From an optimization exercise on the open Yosys and OpenROAD flow, aimed at small area; shortcuts taken in it are not production practice. RTL that was checked went through simulation tests only; none was proved equivalent to the original. Function not checked in run 4: the RTL went through the layout flow alone. Power figures rest on the tool's default switching activity, not on a simulated workload.

--- design/flow/flow/run.sh ---
#!/bin/bash
# Own flow: the standard synthesis (standard.sh synth), then the combinational
# logic of that netlist re-mapped for area with ABC (deepsyn, then a check by cec) (every register instance is kept
# as it is: same name, same cell), then the standard layout (standard.sh) with
# smaller port buffers and a clock tree of smaller clock buffers.
# Each tool's output goes to a log file of its own in this folder.
set -euo pipefail
W=$PWD
RES=$W/orfs/results/sky130hd/m1h4_core/base
LIB=$FLOW_HOME/platforms/sky130hd/lib/sky130_fd_sc_hd__tt_025C_1v80.lib

export BUFFER_PORTS_ARGS="-buffer_cell sky130_fd_sc_hd__buf_1"
export CTS_ARGS="-sink_clustering_enable -repair_clock_nets -dont_use_dummy_load -buf_list {sky130_fd_sc_hd__clkbuf_8} -sink_clustering_size 16 -sink_clustering_max_diameter 60"

# 1. standard synthesis
bash standard.sh synth > log_1_standard_synth.log 2>&1
cp "$RES/1_2_yosys.v" "$W/standard_1_2_yosys.v"

# 2. area re-mapping of the combinational logic
DU=""
for c in $(grep -o "sky130_fd_sc_hd__lpflow[a-z0-9_]*" "$FLOW_HOME/platforms/sky130hd/config.mk" | sort -u); do
  DU="$DU -dont_use $c"
done
SEQ=$(grep -oE "sky130_fd_sc_hd__[a-z]*df[a-z]*_[0-9]+" "$W/standard_1_2_yosys.v" | sort -u | tr '\n' ' ')
# models of the combinational cells, for the re-mapping to flatten them into gates
yosys -p "read_liberty -ignore_miss_func $LIB; delete $SEQ; write_verilog -noattr $W/comb_cells.v" > log_2_cells.log 2>&1
cat > "$W/resyn.ys" <<EOT
read_liberty -lib $LIB
read_verilog $W/standard_1_2_yosys.v
hierarchy -top $FLOW_TOP
techmap -map $W/comb_cells.v
techmap
opt -fast
abc -showtmp -liberty $LIB $DU -script +strash;&get,-n;&deepsyn,-T,60;&put;&get,-n;&dch,-f;&nf,-R,1000;&put;cec
opt_clean -purge
rename -hide w:_*
opt_clean -purge
hilomap -singleton -hicell sky130_fd_sc_hd__conb_1 HI -locell sky130_fd_sc_hd__conb_1 LO
insbuf -buf sky130_fd_sc_hd__buf_1 A X
opt_clean -purge
stat -liberty $LIB
check -assert -mapped
write_verilog -noattr -nohex -nodec $W/resyn_1_2_yosys.v
EOT
yosys -s "$W/resyn.ys" > log_2_resyn.log 2>&1

# keep the re-mapped netlist only if ABC proved it equivalent to the standard one and it
# has exactly the standard registers
reglist() { grep -oE "^ *sky130_fd_sc_hd__[a-z]*df[a-z]*_[0-9]+ +[^ ]+" "$1" | awk '{print $1, $2}' | sort; }
if grep -q "Networks are equivalent" log_2_resyn.log && \
   [[ "$(reglist "$W/standard_1_2_yosys.v")" == "$(reglist "$W/resyn_1_2_yosys.v")" ]]; then
  cp "$W/resyn_1_2_yosys.v" "$RES/1_2_yosys.v"
  rm -f "$RES/1_synth.odb"
  echo "using the re-mapped netlist" > log_2_choice.log
else
  echo "not proved equivalent or register lists differ; using the standard netlist" > log_2_choice.log
fi

# 3. standard layout
bash standard.sh > log_3_layout.log 2>&1
--- design/flow/standard.sh ---
#!/bin/bash
# synth_recipe.tcl (not shown) runs the flow's synth.tcl, then flattens the netlist and writes it again
# the make line also repeats each setting of config.mk as NAME=value (left out here)
make -C /OpenROAD-flow-scripts/flow DESIGN_CONFIG=/design/flow/config.mk WORK_HOME=/design/flow/orfs CLKGATE_MAP_FILE= SYNTH_SCRIPT=/design/flow/synth_recipe.tcl "${@:-finish}"
--- design/flow/config.mk ---
export PLATFORM = sky130hd
export DESIGN_NAME = m1h4_core
export DESIGN_NICKNAME = m1h4_core
export VERILOG_FILES = /design/flow/design.v
export SDC_FILE = /design/flow/constraint.sdc
export NUM_CORES = 4
export LEC_CHECK = 0
export CAP_MARGIN = 10
export CORE_MARGIN = 2
export CORE_UTILIZATION = 60
export GPL_TIMING_DRIVEN = 0
export SLEW_MARGIN = 10
--- design/flow/constraint.sdc ---
create_clock -name core_clock -period 12.0 [get_ports {clk}]
set_input_delay 2.4000 -clock core_clock [delete_from_list [all_inputs] [get_ports {clk}]]
set_output_delay 2.4000 -clock core_clock [all_outputs]
set_load 0.01 [all_outputs]
--- design/flow/design.v ---
module m1h4_core (
    input              clk,
    input              rst,           
    input      [13:0]  ibound,        
    output     [12:0]  imem_addr,
    input      [111:0] imem_rdata,
    output     [12:0]  dmem_raddr,
    input      [31:0]  dmem_rdata,
    output             dmem_we,
    output     [12:0]  dmem_waddr,
    output     [31:0]  dmem_wdata,
    output             out_valid,
    output     [7:0]   out_byte,
    input              in_valid,
    input      [7:0]   in_byte,
    output             in_ready,
    output             stopped,
    output     [1:0]   cause,
    input      [3:0]   dbg_idx,
    output     [31:0]  dbg_data
);
    localparam [2:0] K_NONE = 3'd0, K_REG = 3'd1, K_ADDR = 3'd2, K_CHAR = 3'd4;
    localparam [3:0] S_CLEAR = 4'd0,  S_FETCH = 4'd1,  S_IWAIT = 4'd2,  S_DEC  = 4'd3,
                     S_A1    = 4'd4,  S_A2    = 4'd5,  S_X0    = 4'd6,  S_X1   = 4'd7,
                     S_X2    = 4'd8,  S_X2B   = 4'd9,  S_X3    = 4'd10, S_PC   = 4'd11,
                     S_HALT  = 4'd15;
    reg  [31:0] ring [0:15];
    reg  [3:0]  phase;
    reg  [3:0]  state;
    reg  [12:0] T;
    reg  [12:0] F;
    reg         flag;
    reg         settled;                    
    reg         c16_q;                      
    reg         stopped_q;
    reg  [1:0]  cause_q;
    wire [3:0]  op = imem_rdata[111:108];
    wire [2:0]  k0 = imem_rdata[107:105];
    wire [2:0]  k1 = imem_rdata[104:102];
    wire [2:0]  k2 = imem_rdata[101:99];
    wire [31:0] v0 = imem_rdata[95:64];
    wire [31:0] v1 = imem_rdata[63:32];
    wire [31:0] v2 = imem_rdata[31:0];
    wire o_jump  = (op == 4'd1);
    wire o_cond  = (op == 4'd2);
    wire o_move  = (op == 4'd3);
    wire o_add   = (op == 4'd4);
    wire o_sub   = (op == 4'd5);
    wire o_write = (op == 4'd6);
    wire o_read  = (op == 4'd7);
    wire o_load  = (op == 4'd8);
    wire o_store = (op == 4'd9);
    wire o_push  = (op == 4'd10);
    wire o_pop   = (op == 4'd11);
    wire o_break = (op == 4'd12);
    wire o_addsub = o_add | o_sub;
    reg hdr_ok;
    always @(*) begin
        case (imem_rdata[111:96])
            16'h1200, 16'h1400,
            16'h2200, 16'h2600, 16'h2400,
            16'h3240, 16'h32C0, 16'h3280, 16'h3440, 16'h34C0, 16'h3480,
            16'h4248, 16'h4258, 16'h4250, 16'h42C8, 16'h42D8, 16'h42D0,
            16'h4288, 16'h4298, 16'h4290,
            16'h5248, 16'h5258, 16'h5250, 16'h52C8, 16'h52D8, 16'h52D0,
            16'h5288, 16'h5298, 16'h5290,
            16'h6800, 16'h6600, 16'h6200,
            16'h7200,
            16'h8240, 16'h82C0,
            16'h9240, 16'h92C0, 16'h9640, 16'h96C0,
            16'hA200, 16'hA600,
            16'hB200,
            16'hC000:
                hdr_ok = 1'b1;
            default:
                hdr_ok = 1'b0;
        endcase
    end
    wire slot0_ok = (k0 == K_NONE) ? (v0 == 32'd0) :
                    (k0 == K_REG)  ? (v0[31:4] == 28'd0) :
                    (k0 == K_CHAR) ? (v0[31:8] == 24'd0) : 1'b1;
    wire slot1_ok = (k1 == K_NONE) ? (v1 == 32'd0) :
                    (k1 == K_REG)  ? (v1[31:4] == 28'd0) :
                    (k1 == K_CHAR) ? (v1[31:8] == 24'd0) : 1'b1;
    wire slot2_ok = (k2 == K_NONE) ? (v2 == 32'd0) :
                    (k2 == K_REG)  ? (v2[31:4] == 28'd0) :
                    (k2 == K_CHAR) ? (v2[31:8] == 24'd0) : 1'b1;
    wire well_formed = hdr_ok && slot0_ok && slot1_ok && slot2_ok;
    wire need_c1 = o_jump | o_load | o_store | o_push | o_pop |
                   (o_cond & (k0 == K_ADDR)) | ((o_move | o_addsub) & (k1 == K_ADDR));
    wire need_c2 = (o_move & (k0 == K_ADDR)) | (o_addsub & (k2 == K_ADDR));
    wire wr_reg  = (o_move & (k0 == K_REG)) | o_addsub | o_read | o_load | o_pop;
    wire [3:0] dst  = v0[3:0];
    wire a_is_d   = (k1 == K_REG) & (v1[3:0] == dst);
    wire b_is_d   = (k2 == K_REG) & (v2[3:0] == dst);
    wire one_step = (o_add & (a_is_d | b_is_d)) | (o_sub & b_is_d);
    wire neg_step = o_sub & a_is_d & !b_is_d;    
    wire s2_first = !(one_step & !(o_add & a_is_d));    
    reg  [1:0] sl;                          
    reg        s_r, s_v, s_m, s_t, s_in;    
    reg        q_d, q_1, q_inv, c_in;       
    reg        t_en, wen, chk;
    wire [31:0] vsl = (sl == 2'd0) ? v0 : (sl == 2'd1) ? v1 : v2;
    wire [1:0] x1_sl = o_addsub ? (s2_first ? 2'd2 : 2'd1) :
                       (o_cond | o_write | o_push) ? 2'd0 : 2'd1;
    wire [1:0] c1_sl = (o_jump | o_cond | o_store) ? 2'd0 : 2'd1;
    always @(*) begin
        t_en = 1'b0; wen = 1'b0; chk = 1'b0;
        case (state)
            S_CLEAR: wen = 1'b1;                        
            S_A1, S_A2: begin t_en = 1'b1; chk = 1'b1; end
            S_X1:  t_en = o_read & in_valid;
            S_X2:  wen = wr_reg & (phase == dst) & settled;
            S_X2B: wen = (phase == dst) & settled;
            S_X3:  wen = (o_push | o_pop) & (phase == 4'd15) & settled;
            S_PC:  wen = (phase == 4'd14) & settled;
            default: ;
        endcase
    end
    reg  [1:0] sl_n;
    reg        s_r_n, s_v_n, s_m_n, s_t_n, s_in_n;
    reg        q_d_n, q_1_n, q_inv_n, c_in_n;
    reg  [2:0] ksl_n;
    wire [3:0] st_c = rst ? S_CLEAR : state_n;
    always @(*) begin
        sl_n = x1_sl;
        case (st_c)
            S_A1:        sl_n = c1_sl;
            S_A2:        sl_n = o_move ? 2'd0 : 2'd2;
            S_X2B, S_PC: sl_n = (st_c == S_PC) ? 2'd0 : 2'd1;
            default: ;
        endcase
        ksl_n = (sl_n == 2'd0) ? k0 : (sl_n == 2'd1) ? k1 : k2;
        s_r_n = 1'b0; s_v_n = 1'b0; s_m_n = 1'b0; s_t_n = 1'b0; s_in_n = 1'b0;
        q_d_n = 1'b0; q_1_n = 1'b0; q_inv_n = 1'b0; c_in_n = 1'b0;
        case (st_c)
            S_FETCH: s_r_n = 1'b1;                      
            S_A1: begin                                 
                if (o_push | o_pop) begin
                    s_r_n = 1'b1; q_inv_n = o_pop;      
                end else if (ksl_n == K_REG) s_r_n = 1'b1;
                else                         s_v_n = 1'b1;
            end
            S_A2: s_v_n = 1'b1;                         
            S_X1: begin
                if (o_read)                  s_in_n = 1'b1;
                else if (ksl_n == K_REG)     s_r_n = 1'b1;
                else if (ksl_n == K_ADDR)    s_m_n = 1'b1;
                else                         s_v_n = 1'b1;
            end
            S_X2: begin                                 
                if (o_load | o_pop)          s_m_n = 1'b1;
                else if (o_read)             s_t_n = 1'b1;
                else if (ksl_n == K_REG)     s_r_n = 1'b1;
                else if (ksl_n == K_ADDR)    s_m_n = 1'b1;
                else                         s_v_n = 1'b1;
                q_d_n   = o_addsub & (one_step | neg_step);
                q_inv_n = o_sub & (one_step | neg_step);
                c_in_n  = o_sub & (one_step | neg_step);
            end
            S_X2B: begin                                
                if (neg_step)                ;
                else if (ksl_n == K_REG)     s_r_n = 1'b1;
                else if (ksl_n == K_ADDR)    s_m_n = 1'b1;
                else                         s_v_n = 1'b1;
                q_d_n   = 1'b1;
                q_inv_n = o_sub;
                c_in_n  = o_sub;
            end
            S_X3: begin
                s_r_n   = 1'b1;
                q_1_n   = o_push;
                q_inv_n = o_pop;
            end
            S_PC: begin
                if (o_jump) begin
                    if (k0 == K_REG) s_r_n = 1'b1; else s_v_n = 1'b1;
                end else begin
                    s_r_n = 1'b1; q_1_n = 1'b1; c_in_n = o_cond & flag;
                end
            end
            default: ;
        endcase
    end
    always @(posedge clk) begin
        sl <= sl_n;
        s_r <= s_r_n; s_v <= s_v_n; s_m <= s_m_n; s_t <= s_t_n; s_in <= s_in_n;
        q_d <= q_d_n; q_1 <= q_1_n; q_inv <= q_inv_n; c_in <= c_in_n;
    end
    reg  [3:0]  rsel;
    wire [3:0]  rpos = stopped_q ? (dbg_idx - phase) : rsel;
    wire [31:0] R    = ring[rpos];
    wire [31:0] S = ({32{s_r}} & R) | ({32{s_v}} & vsl) | ({32{s_m}} & dmem_rdata) |
                    {19'd0, {13{s_t}} & T} | {24'd0, {8{s_in}} & in_byte};
    wire [31:0] Q = (({32{q_d}} & ring[0]) | {31'd0, q_1}) ^ {32{q_inv}};
    wire [15:0] Q1  = (({16{q_d}} & ring[1][15:0]) | {15'd0, q_1}) ^ {16{q_inv}};
    wire [16:0] lo1 = {1'b0, S[15:0]} + {1'b0, Q1} + {16'd0, c_in};
    wire [16:0] lo  = {1'b0, S[15:0]} + {1'b0, Q[15:0]} + {16'd0, c_in};
    wire        c16 = c16_q & (q_d | q_1 | q_inv | c_in);   
    wire [15:0] hi  = S[31:16] + Q[31:16] + {15'd0, c16};
    wire [31:0] W   = {hi, lo[15:0]};
    always @(posedge clk)
        c16_q <= lo1[16];
    wire        pop_chk = o_pop & (state == S_A1);
    wire [14:0] ib_p   = {1'b0, ibound} + {14'd0, pop_chk};
    wire        lt_ib  = (S[31:14] == 18'd0) && ({1'b0, S[13:0]} < ib_p);
    wire        lt_cap = (S[31:13] == 19'd0) || (pop_chk && S == 32'd8192);
    wire        dvalid = !lt_ib && lt_cap;
    integer i;
    always @(posedge clk) begin
        for (i = 0; i < 15; i = i + 1)
            ring[i] <= ring[i + 1];
        ring[15] <= wen ? W : ring[0];
    end
    always @(posedge clk) begin
        if (rst) phase <= 4'd0;
        else     phase <= phase + 4'd1;
    end
    always @(posedge clk)
        if (t_en) T <= W[12:0];
    always @(posedge clk)
        if (state == S_FETCH) F <= S[12:0];
    always @(posedge clk)
        if (state == S_X1) flag <= (S != 32'd0);
    reg  [3:0] state_n;
    reg        stop_n;
    reg  [1:0] cause_n;
    always @(*) begin
        state_n = state;
        stop_n  = 1'b0;
        cause_n = 2'd0;
        case (state)
            S_CLEAR: if (phase == 4'd15) state_n = S_FETCH;
            S_FETCH: begin
                if (lt_ib) state_n = S_IWAIT;
                else begin stop_n = 1'b1; cause_n = 2'd1; end
            end
            S_IWAIT: state_n = S_DEC;
            S_DEC: begin
                if (op == 4'd0)        begin stop_n = 1'b1; cause_n = 2'd3; end
                else if (!well_formed) begin stop_n = 1'b1; cause_n = 2'd1; end
                else if (o_break)      begin stop_n = 1'b1; cause_n = 2'd0; end
                else if (need_c1)      state_n = S_A1;
                else if (need_c2)      state_n = S_A2;
                else                   state_n = S_X0;
            end
            S_A1: begin
                if (o_jump ? !lt_ib : !dvalid) begin
                    stop_n = 1'b1; cause_n = o_jump ? 2'd1 : 2'd2;
                end else if (o_jump) state_n = S_PC;
                else if (need_c2)    state_n = S_A2;
                else                 state_n = S_X0;
            end
            S_A2: begin
                if (!dvalid) begin stop_n = 1'b1; cause_n = 2'd2; end
                else         state_n = S_X0;
            end
            S_X0:  state_n = S_X1;
            S_X1:  if (!o_read || in_valid) state_n = S_X2;
            S_X2:  if (!wr_reg || (phase == dst && settled))
                       state_n = (o_addsub & !one_step) ? S_X2B : S_X3;
            S_X2B: if (phase == dst && settled) state_n = S_X3;
            S_X3:  if (!(o_push | o_pop) || (phase == 4'd15 && settled)) state_n = S_PC;
            S_PC:  if (phase == 4'd14 && settled) state_n = S_FETCH;
            default: state_n = S_HALT;
        endcase
        if (stop_n) state_n = S_HALT;
    end
    reg [3:0] ridx_n;
    always @(*) begin
        case (state_n)
            S_FETCH:       ridx_n = 4'd14;
            S_X3:          ridx_n = 4'd15;
            S_PC:          ridx_n = o_jump ? v0[3:0] : 4'd14;
            S_A1:          ridx_n = (o_push | o_pop) ? 4'd15 :
                                    (c1_sl == 2'd0) ? v0[3:0] : v1[3:0];
            S_X2B:         ridx_n = v1[3:0];
            default:       ridx_n = (x1_sl == 2'd0) ? v0[3:0] :
                                    (x1_sl == 2'd1) ? v1[3:0] : v2[3:0];
        endcase
    end
    always @(posedge clk)
        rsel <= ridx_n + ~phase;                  
    always @(posedge clk) begin
        if (rst) begin
            state     <= S_CLEAR;
            stopped_q <= 1'b0;
        end else begin
            state <= state_n;
            settled <= (state_n == state);
            if (stop_n) begin
                stopped_q <= 1'b1;
                cause_q   <= cause_n;
            end
        end
    end
    assign imem_addr  = F;
    assign dmem_raddr = (o_load | o_pop) ? T : vsl[12:0];
    assign dmem_we    = (state == S_X1) & (o_store | o_push | (o_move & (k0 == K_ADDR)));
    assign dmem_waddr = T;
    assign dmem_wdata = S;
    assign out_valid  = (state == S_X1) & o_write;
    assign out_byte   = S[7:0];
    assign in_ready   = (state == S_X1) & o_read;
    assign stopped    = stopped_q;
    assign cause      = cause_q;
    assign dbg_data   = R;
endmodule
==> run_results.csv, run 1 <==
group,metric,value,unit
pwr,internal_power,3.926,mW
routing,wl_met1,27140,um
pwr,vdd_drop_max,0.1599,mV
global_route,grt_pass1_wl,103400,um
cells_and_area,num-fill-cells,2597,
pwr,pwr-share-comb,43.3,%
run,max-cap-violations,0,
clock_network,clk_latency,600,ps
critical_path,r2r_end,"ring[15][31]",
cells_and_area,fin_nets,2429,
timing,setup_tns,0,ps
timing,finalWorstSetupSlack,319.8,ps
routing,drc_errors,0,
critical_path,cpMostUsedCell,"maj3_1",
clock_network,ctsLongestPathBuffers,3,
clock_network,hold_buffers,0,
global_route,grt_use_total,40.78,%
routing,met2_length,31770,um
routing,post_drt_wl_per_cell,26.43,um
routing,met3_length,8391,um
critical_path,critPathLaunchType,"primary input",
critical_path,crit_arrival,12150,ps
timing,tightest_slew,1319,ps
pwr,clock_power_share,12.6,%
synthesis,syn_nets,2061,
timing,finalClockSkew,93.19,ps
global_route,grt_pass1_vias,17010,
pwr,p_per_area,308.5,nW/um2
critical_path,r2r_start,"phase[1]",
clock_network,h-tree-depth,2,
cells_and_area,layout_common_cells,"533 x dfxtp_1, 297 x buf_1, 241 x nand2_1",
timing,setup_viol,0,
critical_path,critPathSlowestCell,"nor2_2",
pwr,p_seq_share,44.1,%
global_route,grt_max_degree,34,
routing,top_layer,"met5",
outcome,outcome,"complete, no violations",
pwr,swShare,43.78,%
critical_path,crit_fanout,14,
placement,hpwl,51650,um
synthesis,synthCells,1888,
timing,clock.fmax,0.08562,GHz
routing,ant_nets,0,
clock_network,path_clk_slew,100,ps
cells_and_area,area_growth,15.46,%
clock_network,cts_tree,"yes",
synthesis,syn-mean-instance-area,10.38,um2
placement,place_ws,-1487,ps
routing,via_count,17840,
timing,finalHoldViolations,0,
global_route,grt_antenna_before_repair,2,
floorplanning,die_area,34130,um2
timing,slew_violations,0,
critical_path,r2r_cells,36,
clock_network,cts.sinks,567,
critical_path,r2r_slack,1780,ps
floorplanning,core,32370,um2
global_route,grt_overflow,0,
synthesis,ys_warn_count,2,
min_path,whs_endpoint,"ring[11][1]",
timing,period_share,97.33,%
pwr,p_leak,8.103,nW
pwr,power.switching,3.057,mW
clock_network,cts_root_buffer,"clkbuf_8",
floorplanning,dieHeight,184.7,um
timing,rsz0062_at_grt,"false",
min_path,hold_start,"ring[12][1]",
critical_path,crit_type,"primary input to flop",
floorplanning,rows,66,
placement,port_buffers,289,
min_path,hold_path_depth,0,
placement,place_congestion,0.9588,
routing,viasPerCell,6.613,
timing,min_period,11680,ps
clock_network,numCtsBuffers,42,
floorplanning,start_util,60.54,%
timing,relSlewSlack,12.07,%
critical_path,critical_path_required,12470,ps
critical_path,max_stage_delay,750,ps
routing,drtIter0Drc,2484,
synthesis,syn-cell-area,19600,um2
floorplanning,die_w,184.7,um
cells_and_area,drive_gt1_share,4.791,%
critical_path,endpoint_kind,"flop",
min_path,min-delay-path-class,"flop to flop",
floorplanning,ios,290,
pwr,total_power,6.982,mW
routing,first_pass_iters,8,
routing,routed_wl,71290,um
cells_and_area,layout_commonest_cell,"dfxtp_1",
-- cell type report --
cell class,count,area [um2],area share (%)
sequential,567,11660,51.51
tap,442,553.0,2.444
inverter,81,304.0,1.344
clock buffer,42,578.1,2.554
antenna,1,2.502,0.01106
multi-input combinational,1233,7838,34.63
timing repair buffer,323,1668,7.370
buffer,8,30.03,0.1327
-- critical path: cells and delay by family --
kind | cells | cell delay, ps
adder cells (fa/ha/maj) | 12 | 4250
AND/OR/NAND/NOR | 11 | 2910
AO/OA/AOI/OAI | 4 | 1360
buffers and inverters | 8 | 660
XOR/XNOR | 2 | 540
-- power groups by stage --
stage | Sequential (mW) | Clock (mW) | Combinational, mW
2_1_floorplan | 2.94 | 0 | 1.62
3_3_place_gp | 3.06 | 0 | 2.65
3_5_place_dp | 3.08 | 0 | 2.88
4_1_cts | 3.05 | 0.881 | 2.90
5_1_grt | 3.14 | 0.948 | 3.18
6_report | 3.08 | 0.879 | 3.03
-- flip-flops by register name (all words and copies together), names as in the netlist, 2 cells and up --
register and flops:
sl 2, ring 512, T 13, phase 4
cause_q 2, state 4, rsel 4, F 13
-- per-stage QoR --
| step | hold slack [ps] | cells | cell area, um2 | utilization, % |
|---|---|---|---|---|
| finish | 298.7 | 2697 | 22630 | 69.91 |
| global route | 311.3 | 2697 | 22630 | 69.91 |
| CTS | 291.4 | 2691 | 22540 | 69.62 |
| detailed placement | 329.9 | 2649 | 21930 | 67.76 |
| global placement | 328.7 | 2619 | 21240 | 65.60 |
| floorplan | 325.9 | 1888 | 19600 | - |
-- worst max path at each step --
stage	startpoint	to	slack, ps
final	dbg_idx[0]	ring[15][31]	320
after global routing	dbg_idx[0]	q_inv	70
after CTS	dbg_idx[0]	q_inv	40
after detailed placement	dbg_idx[0]	q_inv	-1490
after global placement	dbg_idx[0]	q_inv	-4770
after floorplan	dbg_idx[0]	ring[15][15]	280
-- per-layer routing --
layer	global-route usage, %	up-vias
met4	21.68	2
met5	0	-
met3	9.148	251
li1	-	7837
met2	65.19	1239
met1	51.64	8506
-- repair_timing --
action,in CTS,in global routing
setup endpoints to repair,5,3
endpoints found under the hold margin,0,0
pin swaps,0,1
resized for setup,5,8
gates cloned,0,1
buffers inserted,0,4
==> run 2: changes to the inputs <==
--- a/design/flow/flow/run.sh
+++ b/design/flow/flow/run.sh
@@ -33,3 +33,3 @@
 opt -fast
-abc -showtmp -liberty $LIB $DU -script +strash;&get,-n;&deepsyn,-T,60;&put;&get,-n;&dch,-f;&nf,-R,1000;&put;cec
+abc -showtmp -liberty $LIB $DU -script +strash;&get,-n;&deepsyn,-T,150;&put;&get,-n;&dch,-f;&nf,-R,1000;&put;cec
 opt_clean -purge
--- a/design/flow/config.mk
+++ b/design/flow/config.mk
@@ -7,3 +7,3 @@
 export LEC_CHECK = 0
-export CAP_MARGIN = 10
+export CAP_MARGIN = 0
 export CORE_MARGIN = 2
@@ -11,2 +11,2 @@
 export GPL_TIMING_DRIVEN = 0
-export SLEW_MARGIN = 10
+export SLEW_MARGIN = 0
==> run_results.csv, run 2 <==
group,metric,value,unit
routing,via_count,17820,
min_path,min-delay-path-class,"flop to flop",
cells_and_area,layout_commonest_cell,"dfxtp_1",
cells_and_area,design_area,22630,um2
critical_path,r2r_cells,36,
timing,finalWorstSetupSlack,351.1,ps
routing,viasPerCell,6.609,
synthesis,syn-cell-area,19600,um2
cells_and_area,top_register,"ring",
floorplanning,die_w,184.7,um
routing,drc_errors,0,
global_route,grt_use_total,40.84,%
placement,place_congestion,0.9588,
outcome,outcome,"complete, no violations",
global_route,grt_antenna_before_repair,3,
synthesis,ys_warn_count,2,
floorplanning,rows,66,
placement,place_area,21910,um2
timing,relSlewSlack,6.185,%
timing,finalClockSkew,62.56,ps
timing,setup_tns,0,ps
critical_path,critical_path_required,12500,ps
routing,first_pass_iters,8,
cells_and_area,area_growth,15.44,%
cells_and_area,layout.area.seq,11650,um2
min_path,whs_endpoint,"ring[10][19]",
pwr,vdd_drop_max,0.1643,mV
timing,finalHoldViolations,0,
timing,min_period,11650,ps
critical_path,critPathSlowestCell,"nor2_2",
floorplanning,core,32370,um2
critical_path,crit_arrival,12150,ps
cells_and_area,largest_reg_flops,512,
timing,slew_violations,0,
cells_and_area,final_util,69.89,%
global_route,grt_max_degree,34,
cells_and_area,layout_common_cells,"534 x dfxtp_1, 297 x buf_1, 241 x nand2_1",
placement,place_ws,-1432,ps
timing,finalHoldWorstSlack,316.0,ps
critical_path,r2r_start,"phase[0]",
critical_path,r2r_end,"ring[15][31]",
critical_path,max_stage_delay,730,ps
timing,period_share,97.07,%
routing,post_drt_wl_per_cell,26.32,um
placement,port_buffers,289,
synthesis,syn_nets,2061,
clock_network,cts_tree,"yes",
floorplanning,dieHeight,184.7,um
critical_path,endpoint_kind,"flop",
clock_network,ctsLongestPathBuffers,3,
pwr,total_power,6.988,mW
cells_and_area,drive_gt1_share,4.576,%
clock_network,clk_latency,600,ps
clock_network,numCtsBuffers,43,
routing,drtIter0Drc,2681,
cells_and_area,num-fill-cells,2582,
global_route,grt_pass1_wl,103900,um
routing,routed_wl,70970,um
min_path,hold_path_depth,0,
critical_path,cpMostUsedCell,"maj3_1",
critical_path,crit_type,"primary input to flop",
floorplanning,ios,290,
cells_and_area,largestRegisters,"ring: 512 flops, F: 13 flops, T: 13 flops",
clock_network,cts_root_buffer,"clkbuf_8",
placement,dp_cells,2646,
run,max-cap-violations,0,
pwr,p_per_area,308.8,nW/um2
cells_and_area,multi_input_area,7838,um2
clock_network,h-tree-depth,2,
global_route,grt_overflow,0,
cells_and_area,finalNonFillerCells,2696,
clock_network,cts.sinks,567,
critical_path,crit_fanout,14,
timing,clock.fmax,0.08585,GHz
pwr,p_leak,8.092,nW
timing,rsz0062_at_grt,"false",
min_path,hold_start,"ring[11][19]",
floorplanning,start_util,60.54,%
placement,hpwl,51020,um
floorplanning,die_area,34130,um2
critical_path,critPathLaunchType,"primary input",
routing,ant_nets,0,
global_route,grt_pass1_vias,17000,
timing,setup_viol,0,
synthesis,syn-mean-instance-area,10.38,um2
timing,tightest_slew,1405,ps
critical_path,r2r_slack,1770,ps
clock_network,path_clk_slew,100,ps
synthesis,synthCells,1888,
cells_and_area,fin_nets,2426,
==> run 2: worst max-delay path by stage <==
| stage | start | end | slack [ps] | cells after the start |
|---|---|---|---|---|
| after floorplan | dbg_idx[0] | ring[15][15] | 280 | 36 |
| after global placement | dbg_idx[0] | q_inv | -4770 | 44 |
| after detailed placement | dbg_idx[0] | q_inv | -1430 | 48 |
| after CTS | dbg_idx[0] | q_inv | 110 | 48 |
| after global routing | dbg_idx[0] | q_inv | 7 | 48 |
| final | dbg_idx[0] | ring[15][31] | 350 | 37 |
==> run 2: final cells by class <==
cell class / instances / area share [%]
antenna: 3 / 0.03318
sequential: 567 / 51.51
timing repair buffer: 319 / 7.278
buffer: 8 / 0.1327
tap: 442 / 2.444
clock buffer: 43 / 2.616
inverter: 81 / 1.344
multi-input combinational: 1233 / 34.64
==> run 2: per-layer routing <==
layer | up-vias | routed length (um) | track usage (%)
li1 | 7839 | - | -
met1 | 8446 | 27080 | 52.57
met2 | 1306 | 31690 | 64.87
met3 | 227 | 8696 | 9.682
met4 | 0 | 3497 | 19.65
met5 | - | 0 | 0
==> run 2: power by group <==
part           total [mW]  internal [mW]  switching [mW]
combinational        3.02          0.985            2.03
clock               0.887          0.322           0.565
sequential           3.08           2.63           0.453
total                6.99           3.94            3.05
==> run 2: critical path: cells and delay by family <==
kind / cells / cell delay, ps
xor+xnor: 2 / 520
compound gates: 4 / 1350
fa+ha+maj: 12 / 4240
buf+inv: 8 / 660
simple gates: 11 / 2920
==> run 2: repair_timing <==
action / CTS / global route
hold buffers: 0 / 0
pin swaps: 0 / 3
setup endpoints to repair: 5 / 4
gates cloned: 0 / 1
resized for setup: 5 / 10
setup buffers: 0 / 3
==> run 3: changes to the inputs <==
--- a/design/flow/flow/run.sh
+++ b/design/flow/flow/run.sh
@@ -33,3 +33,3 @@
 opt -fast
-abc -showtmp -liberty $LIB $DU -script +strash;&get,-n;&deepsyn,-T,150;&put;&get,-n;&dch,-f;&nf,-R,1000;&put;cec
+abc -showtmp -liberty $LIB $DU -script +strash;&get,-n;&deepsyn,-T,60;&put;dch,-f;amap;cec
 opt_clean -purge
--- a/design/flow/config.mk
+++ b/design/flow/config.mk
@@ -7,3 +7,3 @@
 export LEC_CHECK = 0
-export CAP_MARGIN = 0
+export CAP_MARGIN = 10
 export CORE_MARGIN = 2
@@ -11,2 +11,2 @@
 export GPL_TIMING_DRIVEN = 0
-export SLEW_MARGIN = 0
+export SLEW_MARGIN = 10
==> run_results.csv, run 3 <==
group,metric,value,unit
outcome,outcome,"complete, no violations",
floorplanning,rows,66,
timing,finalHoldViolations,0,
critical_path,critPathSlowestCell,"o41ai_2",
floorplanning,die_area,34200,um2
pwr,p_per_area,353.5,nW/um2
critical_path,crit_family,"compound AO/OA/AOI/OAI gates",
cells_and_area,finalNonFillerCells,2810,
placement,place_congestion,1.003,
global_route,grt_pass1_wl,108500,um
critical_path,critPathLaunchType,"primary input",
critical_path,crit_type,"primary input to flop",
timing,tightest_slew,1329,ps
min_path,min-delay-path-class,"flop to flop",
synthesis,syn_nets,2136,
placement,hpwl,54480,um
floorplanning,core,32370,um2
critical_path,r2r_slack,780,ps
clock_network,path_clk_slew,90,ps
timing,finalClockSkew,90.35,ps
critical_path,r2r_cells,25,
timing,setup_viol,0,
min_path,hold_start,"ring[8][7]",
clock_network,clk_latency,630,ps
global_route,grt_overflow,0,
routing,via_count,19040,
global_route,grt_pass1_vias,17740,
pwr,p_leak,8.294,nW
clock_network,cts.sinks,567,
run,max-cap-violations,0,
cells_and_area,layout_common_cells,"533 x dfxtp_1, 297 x buf_1, 217 x nor2_1",
placement,dp_cells,2732,
critical_path,crit_fanout,7,
clock_network,numCtsBuffers,44,
cells_and_area,final_util,71.07,%
floorplanning,dieHeight,184.9,um
timing,relSlewSlack,11.04,%
routing,viasPerCell,6.776,
min_path,whs_endpoint,"ring[7][7]",
pwr,vdd_drop_max,0.2594,mV
floorplanning,die_w,184.9,um
clock_network,h-tree-depth,2,
critical_path,critical_path_required,12440,ps
timing,min_period,11230,ps
synthesis,synthCells,1963,
clock_network,ctsLongestPathBuffers,3,
critical_path,critical_path_cell_count,46,
placement,port_buffers,289,
synthesis,syn-cell-area,19640,um2
cells_and_area,top_register,"ring",
cells_and_area,area_growth,17.12,%
global_route,grt_use_total,42.96,%
cells_and_area,largestRegisters,"ring: 512 flops, F: 13 flops, T: 13 flops",
critical_path,crit_arrival,11670,ps
cells_and_area,drive_gt1_share,6.638,%
critical_path,max_stage_delay,440,ps
global_route,grt_max_degree,37,
routing,drtIter0Drc,2970,
clock_network,hold_buffers,0,
synthesis,syn-mean-instance-area,10.01,um2
critical_path,endpoint_kind,"flop",
critical_path,r2r_end,"q_inv",
routing,ant_nets,0,
critical_path,r2r_start,"sl[1]",
floorplanning,ios,290,
routing,routed_wl,75990,um
timing,slew_violations,0,
cells_and_area,layout_commonest_cell,"dfxtp_1",
routing,first_pass_iters,8,
synthesis,ys_warn_count,2,
clock_network,cts_root_buffer,"clkbuf_8",
cells_and_area,fin_nets,2540,
timing,period_share,93.58,%
floorplanning,start_util,60.68,%
min_path,hold_path_depth,0,
routing,drc_errors,0,
global_route,grt_antenna_before_repair,4,
cells_and_area,largest_reg_flops,512,
routing,post_drt_wl_per_cell,27.04,um
clock_network,cts_tree,"yes",
timing,clock.fmax,0.08905,GHz
critical_path,worst-path-buf-inv,10,
run 3: cell type report:
cell class                 count  area, um2
sequential                   567      11660
fill                        2531       9366
multi-input combinational   1212       7564
timing repair buffer         358       1914
inverter                     176      674.4
clock buffer                  44      605.6
tap                          442      553.0
buffer                         8      30.03
antenna                        3      7.507
run 3: timing repair:
item / CTS / global route
pin swaps: 3 / 13
hold endpoints to repair: 0 / 0
gates resized for setup: 12 / 16
cloned: 0 / 0
endpoints found under the setup margin: 19 / 7
buffers inserted: 6 / 25
run 3: worst register-to-register path: stages, from the launching register on:
cell	delay (ps)
dfxtp_1	870
clkinv_1	1100
nand2_1	1400
clkinv_1	930
and3_1	440
a2111oi_2	840
nand3b_1	150
nor4_1	270
nand4_1	120
nor3_1	770
clkinv_1	300
or2_0	290
nor4_1	480
nor2b_1	300
or3_1	480
a21oi_1	260
clkinv_1	150
o22ai_2	250
nor2_1	120
a222oi_1	440
o32ai_1	190
o32ai_1	180
o21ai_0	220
o21ai_0	120
o21ai_0	120
a31o_1	270
run 3: metrics by stage:
stage                     power, mW  cell area, um2  hold WS (ps)  TNS, ps  setup slack (ps)
after detailed placement      6.885           22040         333.4   -28200             -2475
after global routing          8.460           23000         324.5   -70.00            -70.00
after floorplan               5.237           19640         323.5        0             176.5
final                         8.132           23000         317.4        0             770.7
after CTS                     7.829           22730         321.9        0             39.93
after global placement        6.619           21280         330.7  -386740             -6539
run 3: worst max-delay path by stage:
stage / startpoint / to / slack [ps]
5_1_grt: dbg_idx[1] / q_inv / -70
3_5_place_dp: dbg_idx[0] / q_inv / -2480
4_1_cts: dbg_idx[0] / q_inv / 40
2_1_floorplan: dbg_idx[1] / q_inv / 180
3_3_place_gp: dbg_idx[1] / q_inv / -6540
6_report: dbg_idx[1] / q_inv / 770
run 3: where the power goes:
group          switching [mW]  leakage [nW]  internal [mW]
clock                   0.587         0.316          0.329
sequential              0.571          4.79           2.86
combinational            2.55          3.19           1.24
run 3: per-layer routing:
| metal | up-vias | share of wire (%) | GRT usage [%] |
|---|---|---|---|
| li1 | 8235 | - | - |
| met4 | 6 | 5.6 | 23.24 |
| met1 | 8993 | 38 | 55.66 |
| met5 | - | 0.055 | 0 |
| met3 | 294 | 13 | 11.27 |
| met2 | 1512 | 43 | 65.81 |
==> run 4: changes to the inputs <==
--- a/design/flow/design.v
+++ b/design/flow/design.v
@@ -123,3 +123,3 @@
     reg  [2:0] ksl_n;
-    wire [3:0] st_c = rst ? S_CLEAR : state_n;
+    wire [3:0] st_c = state;
     always @(*) begin
@@ -184,6 +184,6 @@
     end
-    always @(posedge clk) begin
-        sl <= sl_n;
-        s_r <= s_r_n; s_v <= s_v_n; s_m <= s_m_n; s_t <= s_t_n; s_in <= s_in_n;
-        q_d <= q_d_n; q_1 <= q_1_n; q_inv <= q_inv_n; c_in <= c_in_n;
+    always @(*) begin
+        sl = sl_n;
+        s_r = s_r_n; s_v = s_v_n; s_m = s_m_n; s_t = s_t_n; s_in = s_in_n;
+        q_d = q_d_n; q_1 = q_1_n; q_inv = q_inv_n; c_in = c_in_n;
     end
--- a/design/flow/flow/run.sh
+++ b/design/flow/flow/run.sh
@@ -33,3 +33,3 @@
 opt -fast
-abc -showtmp -liberty $LIB $DU -script +strash;&get,-n;&deepsyn,-T,60;&put;dch,-f;amap;cec
+abc -showtmp -liberty $LIB $DU -script +strash;&get,-n;&deepsyn,-T,60;&put;&get,-n;&dch,-f;&nf,-R,1000;&put;cec
 opt_clean -purge
==> run_results.csv, run 4 <==
group,metric,value,unit
outcome,outcome,"complete, no violations",
floorplanning,core,31390,um2
routing,drc_errors,0,
critical_path,endpoint_kind,"flop",
global_route,grt_pass1_vias,17050,
critical_path,crit_type,"primary input to flop",
floorplanning,rows,65,
min_path,hold_path_depth,0,
clock_network,h-tree-depth,2,
run,max-cap-violations,0,
critical_path,r2r_cells,45,
placement,hpwl,49790,um
routing,drtIter0Drc,3039,
critical_path,r2r_start,"phase[0]",
clock_network,cts_root_buffer,"clkbuf_8",
pwr,p_leak,8.284,nW
timing,setup_tns,0,ps
cells_and_area,layout_common_cells,"526 x dfxtp_1, 291 x buf_1, 151 x nor2_1",
routing,first_pass_iters,13,
cells_and_area,drive_gt1_share,9.782,%
cells_and_area,layout_commonest_cell,"dfxtp_1",
cells_and_area,area_growth,19.42,%
routing,routed_wl,72650,um
placement,port_buffers,289,
synthesis,syn-cell-area,19000,um2
critical_path,max_stage_delay,500,ps
clock_network,path_clk_slew,90,ps
timing,slew_violations,0,
placement,dp_cells,2487,
timing,period_share,97.25,%
timing,finalHoldWorstSlack,304.9,ps
min_path,hold_start,"ring[5][0]",
pwr,vdd_drop_max,0.3272,mV
timing,setup_viol,0,
floorplanning,ios,290,
placement,place_congestion,1.023,
clock_network,cts.sinks,556,
timing,min_period,11670,ps
critical_path,critical_path_required,12450,ps
critical_path,cpMostUsedCell,"maj3_1",
global_route,grt_overflow,0,
cells_and_area,fin_nets,2373,
clock_network,cts_tree,"yes",
critical_path,crit_fanout,7,
critical_path,r2r_end,"rsel[3]",
critical_path,crit_arrival,12120,ps
timing,finalClockSkew,86.38,ps
floorplanning,dieHeight,181.9,um
synthesis,ys_warn_count,2,
clock_network,hold_buffers,0,
routing,ant_nets,0,
timing,clock.fmax,0.08569,GHz
cells_and_area,largest_reg_flops,512,
global_route,grt_max_degree,27,
cells_and_area,finalNonFillerCells,2600,
global_route,grt_use_total,42.08,%
clock_network,numCtsBuffers,43,
critical_path,r2r_slack,1560,ps
floorplanning,start_util,60.52,%
pwr,p_per_area,367.6,nW/um2
min_path,min-delay-path-class,"flop to flop",
placement,place_area,21380,um2
clock_network,clk_latency,630,ps
cells_and_area,top_register,"ring",
timing,relSlewSlack,9.194,%
critical_path,critPathLaunchType,"primary input",
synthesis,syn_nets,1943,
routing,via_count,17990,
min_path,whs_endpoint,"ring[4][0]",
timing,finalHoldViolations,0,
timing,tightest_slew,1362,ps
floorplanning,die_w,181.9,um
cells_and_area,largestRegisters,"ring: 512 flops, F: 13 flops, T: 13 flops",
cells_and_area,antennaDiodeCount,0,
cells_and_area,final_util,72.27,%
cells_and_area,design_area,22690,um2
synthesis,synthCells,1770,
routing,post_drt_wl_per_cell,27.94,um
floorplanning,die_area,33100,um2
routing,viasPerCell,6.920,
global_route,grt_pass1_wl,104100,um
critical_path,critPathSlowestCell,"or4b_4",
clock_network,ctsLongestPathBuffers,3,
global_route,grt_antenna_before_repair,0,
synthesis,syn-mean-instance-area,10.73,um2
cells_and_area,num-fill-cells,2369,
run 4: where the power goes:
| part | internal (mW) | switching [mW] | total [mW] |
|---|---|---|---|
| Clock | 0.322 | 0.561 | 0.883 |
| Combinational | 1.51 | 2.85 | 4.36 |
| Sequential | 2.65 | 0.442 | 3.09 |
| Total | 4.49 | 3.85 | 8.34 |
run 4: worst max path at each step:
stage,slack [ps],start,cells past startpoint,endpoint
floorplan,50,imem_rdata[65],48,ring[15][31]
global placement,-3750,imem_rdata[111],47,ring[15][31]
detailed placement,-3220,imem_rdata[110],43,rsel[3]
CTS,4,imem_rdata[65],49,ring[15][31]
global route,-60,imem_rdata[65],46,rsel[3]
finish,330,imem_rdata[65],46,rsel[3]
run 4: timing repair:
| item | CTS | global route |
|---|---|---|
| pin swaps | 12 | 29 |
| endpoints found under the setup margin | 22 | 5 |
| hold endpoints to repair | 0 | 0 |
| cloned | 4 | 1 |
| gates resized for setup | 25 | 32 |
| setup buffers | 21 | 41 |
run 4: layout make-up:
cell class,instances,area (um2),area share (%)
sequential,556,11430,50.38
multi-input combinational,1173,7843,34.57
buffer,8,30.03,0.1324
inverter,38,142.6,0.6287
timing repair buffer,380,2147,9.463
clock buffer,43,591.8,2.609
tap,402,503.0,2.217
run 4: per-layer routing:
layer	wire (um)	share of wire [%]	up-vias	track usage, %
met1	27190	37	8511	54.92
met3	9927	14	292	11.31
met5	0	0	-	0
met4	3743	5.2	0	21.81
met2	31790	44	1486	64.49
li1	-	-	7704	-
run 4: through the flow:
| step | power, mW | worst slack [ps] |
|---|---|---|
| 6_report | 8.340 | 329.4 |
| 5_1_grt | 8.675 | -58.16 |
| 4_1_cts | 8.024 | 4.368 |
| 3_5_place_dp | 7.031 | -3223 |
| 3_3_place_gp | 6.745 | -3753 |
| 2_1_floorplan | 5.312 | 54.22 |
run 4: critical path: cells and delay by family:
family	cells	cell delay (ps)
AO/OA/AOI/OAI	13	2260
adder cells (fa/ha/maj)	11	3890
buffers and inverters	5	660
XOR/XNOR	3	470
AND/OR/NAND/NOR	14	2440

==> what the ideal ports hide <==
No port has a modelled driver above. Below, the same layouts with a new extraction and two added sets of constraints. Step 1: set_driving_cell puts a clkbuf_16 on clk and a buf_2 on each other input, an assumption about the parent block. Step 2 also shifts input and output timing later by t, the mid clock arrival at the registers, as if the neighbouring blocks saw the same clock. a / b / c = ideal / step 1 / step 2; a / b = the first two.
| run | t (ns) | setup WS [ns] | cell pins on the clock port's net |
|---|---|---|---|
| run 1 | 0.607 | 0.320 / 0.344 / -0.262 | 1 |
| run 2 | 0.619 | 0.351 / 0.380 / -0.239 | 1 |
| run 3 | 0.633 | 0.771 / 0.782 / 0.158 | 1 |
| run 4 | 0.639 | 0.329 / 0.359 / -0.280 | 1 |
Met with ideal ports but missed after step 2: setup timing in run 1, run 2 and run 4. For run 3, which loses most, drivers alone change the setup slack by +0.011 ns; drivers and shift together by -0.613 ns.
